This is an optimization exercise on Yosys and OpenROAD, whose aim is small area, a short achievable clock period and few clock cycles per item, not a production implementation. Power figures rest on the tool's default switching activity, not on a simulated workload.

==> flow/design.v <==
module sscore_dec (
    input             clk,
    input             rst,         
    input             start,
    input      [47:0] in_len,
    output            idle,
    output            done,
    output     [2:0]  err,
    input             in_valid,
    output            in_ready,
    input      [20:0] in_cp,
    output            out_valid,
    input             out_ready,
    output      [7:0] out_data
);
    localparam [2:0] E_NONE      = 3'd0,
                     E_HEADER    = 3'd1,    
                     E_RANGE     = 3'd2,    
                     E_LENGTH    = 3'd3,    
                     E_BODY      = 3'd5;    
    reg         idle_r;      
    reg         done_r;      
    reg  [2:0]  err_r;
    localparam LW = 7, UW = 41;
    reg  [5:0]    ph;        
    reg  [LW-1:0] rlo;       
    reg  [UW-1:0] rup;       
    reg           rpend;     
    reg           rbr;       
    reg  [2:0]    st;        
    reg  [LW-1:0] hlo;       
    reg  [UW-1:0] hup;       
    reg           hpend;     
    reg           hpass;     
    reg           hbr;       
    reg           uf;        
    reg         oor;         
    reg         mb;          
    reg         rdy_o;       
    reg         busy;        
    reg         kpat;        
    reg  [10:0] rcnt;        
    reg  [7:0]  q;           
    reg         ovalid;
    reg  [7:0]  obyte;
    reg         zfe;         
    assign idle      = idle_r;
    assign done      = done_r;
    assign err       = err_r;
    assign in_ready  = rdy_o;
    assign out_valid = ovalid;
    assign out_data  = obyte;
    wire        rdy     = !busy;
    wire        push    = in_valid && rdy;
    wire        oa      = !ovalid || out_ready;      
    wire        take    = ovalid && out_ready;       
    wire [11:0] sym     = in_cp[11:0];
    wire        inrange = (in_cp[20:12] == 9'h00E);    
    wire [1:0]  pst     = st[1:0];
    wire        body    = push && st[2];
    wire        head    = (pst == 2'd0);
    wire        t_lit   = body && head && (sym[11:10] == 2'b00);
    wire        t_zf    = body && head && (sym[11] ^ sym[10]);
    wire        t_pat   = body && head && (sym[11:10] == 2'b11);
    wire        t_a     = body && (pst == 2'd1);
    wire        t_b     = body && (pst == 2'd2);
    wire        bad     = body && (head ? (sym[11:8] == 4'b0001 || sym[11:9] == 3'b001)
                                        : (sym[11:8] != 4'b0000));
    wire        rc_zero = (rcnt == 11'd0);
    wire        rc_odd  = rcnt[0];
    wire        zf_nz   = (sym[9:0] != 10'd0);
    wire        x_emit  = !rdy && oa;
    wire [7:0]  h_byte  = (sym[11] ^ sym[10]) ? {8{sym[11]}} : sym[7:0];
    wire [10:0] dec_out = rcnt - 11'd1;
    wire        dec_z   = (rcnt[10:2] == 9'd0) &&
                          (rcnt[1:0] == ((!kpat && zfe) ? 2'd2 : 2'd1));
    wire        len_one = (sym[9:0] == 10'd1);
    wire        ph0     = (ph == 6'd0);
    wire        phl     = (ph == UW - 1);
    wire [LW-1:0] rlo_t, hlo_t;
    genvar gi;
    generate
        for (gi = 0; gi < LW; gi = gi + 1) begin : g_borrow
            if (gi == 0) begin : g0
                assign rlo_t[gi] = push;
                assign hlo_t[gi] = take;
            end else begin : gn
                assign rlo_t[gi] = push && (rlo[gi-1:0] == {gi{1'b0}});
                assign hlo_t[gi] = take && (hlo[gi-1:0] == {gi{1'b0}});
            end
        end
    endgenerate
    wire        rlo_z   = (rlo == {LW{1'b0}});
    wire        hlo_z   = (hlo == {LW{1'b0}});
    wire        rup_z   = (rup == {UW{1'b0}});
    wire        hup_z   = (hup == {UW{1'b0}});
    wire        rbc     = ph0 ? rpend : rbr;       
    wire        hrot    = ph0 ? hpend : hpass;     
    wire        hbc     = ph0 ? hpend : hbr;       
    wire        rem_z   = rup_z && rlo_z;
    wire        hsh     = push && !st[2];
    wire [47:0] hshift  = {hup[35-LW:0], hlo, sym};
    wire        fin     = !idle_r && !done_r && rem_z && rdy && oa;
    wire        e_head  = t_lit || (t_zf && zf_nz);
    wire        e_pat   = (t_a || t_b) && !rc_zero;
    wire        emit    = oa && (x_emit || e_head || e_pat);
    reg         rdy_n;
    always @(*) begin
        rdy_n = rdy;
        if (x_emit && (dec_z || pst == 2'd2)) rdy_n = 1'b1;
        if (t_a && !rc_zero && !oa) rdy_n = 1'b0;
        if (t_lit && !oa) rdy_n = 1'b0;
        if (t_zf && zf_nz) rdy_n = oa && len_one;
        if (t_b && !rc_zero) rdy_n = oa && dec_z;
    end
    always @(posedge clk) begin
        if (rst) begin
            idle_r <= 1'b1;
            done_r <= 1'b0;
            rdy_o  <= 1'b1;
            busy   <= 1'b0;
            ovalid <= 1'b0;
        end else begin
            idle_r <= idle_r ? !start : done_r;
            done_r <= fin;
            rdy_o  <= rdy_n;
            busy   <= !rdy_n;
            ovalid <= emit || (ovalid && !out_ready);
        end
    end
    always @(posedge clk) begin
        err_r <= oor                                           ? E_RANGE  :
                 !st[2]                                        ? E_HEADER :
                 (mb || !head)                                 ? E_BODY   :
                 (uf || !hup_z || hpend || hpass ||
                  (hlo != {{(LW-1){1'b0}}, ovalid})) ? E_LENGTH :
                                                                 E_NONE;
        if (oa)
            obyte <= rdy ? h_byte : q;
        if ((pst != 2'd2) ? (rdy || (oa && kpat)) : (rdy && push && !oa))
            q <= rdy ? h_byte : obyte;
        if (rdy && head) begin
            kpat <= !(sym[11] ^ sym[10]);
            zfe  <= oa;
        end
        if (!rdy) begin
            if (oa) rcnt <= dec_out;
        end else if (head) begin
            rcnt <= (sym[11:10] == 2'b11) ? {sym[9:0], 1'b0} :
                    (sym[11:10] == 2'b00) ? 11'd1 :
                                            {1'b0, sym[9:0]};
        end else if ((t_a || t_b) && !rc_zero && oa) begin
            rcnt <= dec_out;
        end
        if (idle_r || rst) begin
            mb  <= 1'b0;
            oor <= 1'b0;
        end else begin
            if (push && !inrange) oor <= 1'b1;
            if (bad) mb <= 1'b1;
            if (t_pat) st[1:0] <= 2'd1;
            if (t_a) st[1:0] <= 2'd2;
            if (t_b) st[1:0] <= 2'd0;
        end
        if (idle_r || rst) begin
            st    <= 3'd0;
            uf    <= 1'b0;
            hpend <= 1'b0;
            hpass <= 1'b0;
        end else begin
            if (hsh) st <= st + 3'd1;
            if (take && hlo_z && hup_z) uf <= 1'b1;
            hpend <= (hpend && !ph0) || (take && hlo_z);
            hpass <= hrot && !phl;
        end
        hlo <= hsh ? hshift[LW-1:0] : (hlo ^ hlo_t);
        if (hsh) hup <= hshift[47:LW];
        else if (hrot) hup <= {hup[0] ^ hbc, hup[UW-1:1]};
        hbr <= hbc && !hup[0];
        ph    <= (idle_r || phl) ? 6'd0 : ph + 6'd1;
        rlo   <= idle_r ? in_len[LW-1:0] : (rlo ^ rlo_t);
        rup   <= idle_r ? in_len[47:LW] : {rup[0] ^ rbc, rup[UW-1:1]};
        rbr   <= rbc && !rup[0];
        rpend <= !idle_r && ((rpend && !ph0) || (push && rlo_z));
    end
endmodule
Settings: LEC_CHECK=0, CAP_MARGIN=20, CORE_MARGIN=2, CORE_UTILIZATION=40, SLEW_MARGIN=20; clock period 8.0 ns.
standard.sh (not shown) runs the stock make flow with config.mk's settings and CLKGATE_MAP_FILE= SYNTH_SCRIPT=/design/flow/synth_recipe.tcl, a recipe that flattens the netlist after the stock synthesis.
==> flow/flow/run.sh <==
#!/bin/bash
# Own flow: the standard layout, with the port buffers made from the
# smallest buffer cell, a clock tree of clkbuf_8 without dummy loads, and
# timing repair aiming for more setup slack than the 8 ns clock needs.
set -o pipefail
export BUFFER_PORTS_ARGS="-buffer_cell sky130_fd_sc_hd__buf_1"
export CTS_ARGS="-sink_clustering_enable -repair_clock_nets -dont_use_dummy_load -buf_list {sky130_fd_sc_hd__clkbuf_4 sky130_fd_sc_hd__clkbuf_8}"
export SETUP_SLACK_MARGIN=5.4
bash standard.sh > standard.log 2>&1
The baseline ran to the end with no violations.
Rerun with:
--- a/flow/flow/run.sh
+++ b/flow/flow/run.sh
@@ -6,4 +6,4 @@
 export BUFFER_PORTS_ARGS="-buffer_cell sky130_fd_sc_hd__buf_1"
 export CTS_ARGS="-sink_clustering_enable -repair_clock_nets -dont_use_dummy_load -buf_list {sky130_fd_sc_hd__clkbuf_4 sky130_fd_sc_hd__clkbuf_8}"
-export SETUP_SLACK_MARGIN=5.4
+export SETUP_SLACK_MARGIN=5.3
 bash standard.sh > standard.log 2>&1
The new run completed with no timing, DRC or antenna violations.
Non-clock buffer count is lower by 7.
Via count went up by 0.77%.
Routed wire length rose by 0.52%.
Power barely changes.
Clock power goes up by about 1%.
Register-to-register slack is about the same.
Cell area drops by 1.2%.
No functional check of the RTL was part of any run of this note.

## what the ideal ports hide
Ports are ideal in the flow. The routed layouts listed here were re-timed in OpenROAD.
Step 1 sets driving cells, clkbuf_16 on the clock port and buf_2 on the other inputs (assumed; they add their load-dependent delay and slew).
Step 2, shift: input delay + t, output delay - t, t = (earliest + latest rising clock arrival at the registers) / 2. This alone moves slack from input paths to output paths.
a / b / c = ideal / step 1 / step 2; a / b = the first two.
run | shift t [ns] | setup WS [ns] | hold slack, ns | latest minus earliest clock arrival (ns) | worst slew at a driven data input, ns
the first run | 0.464 | 5.392 / 5.355 / 4.949 | 0.471 / 0.471 / 0.471 | 0.030 / 0.030 | 0.06
the second run | 0.479 | 5.357 / 5.330 / 4.863 | 0.472 / 0.472 / 0.472 | 0.040 / 0.039 | 0.05
After both steps every run listed still meets setup and hold. For the second run, which loses most, drivers alone change the setup slack by -0.027 ns; drivers and shift together by -0.494 ns.
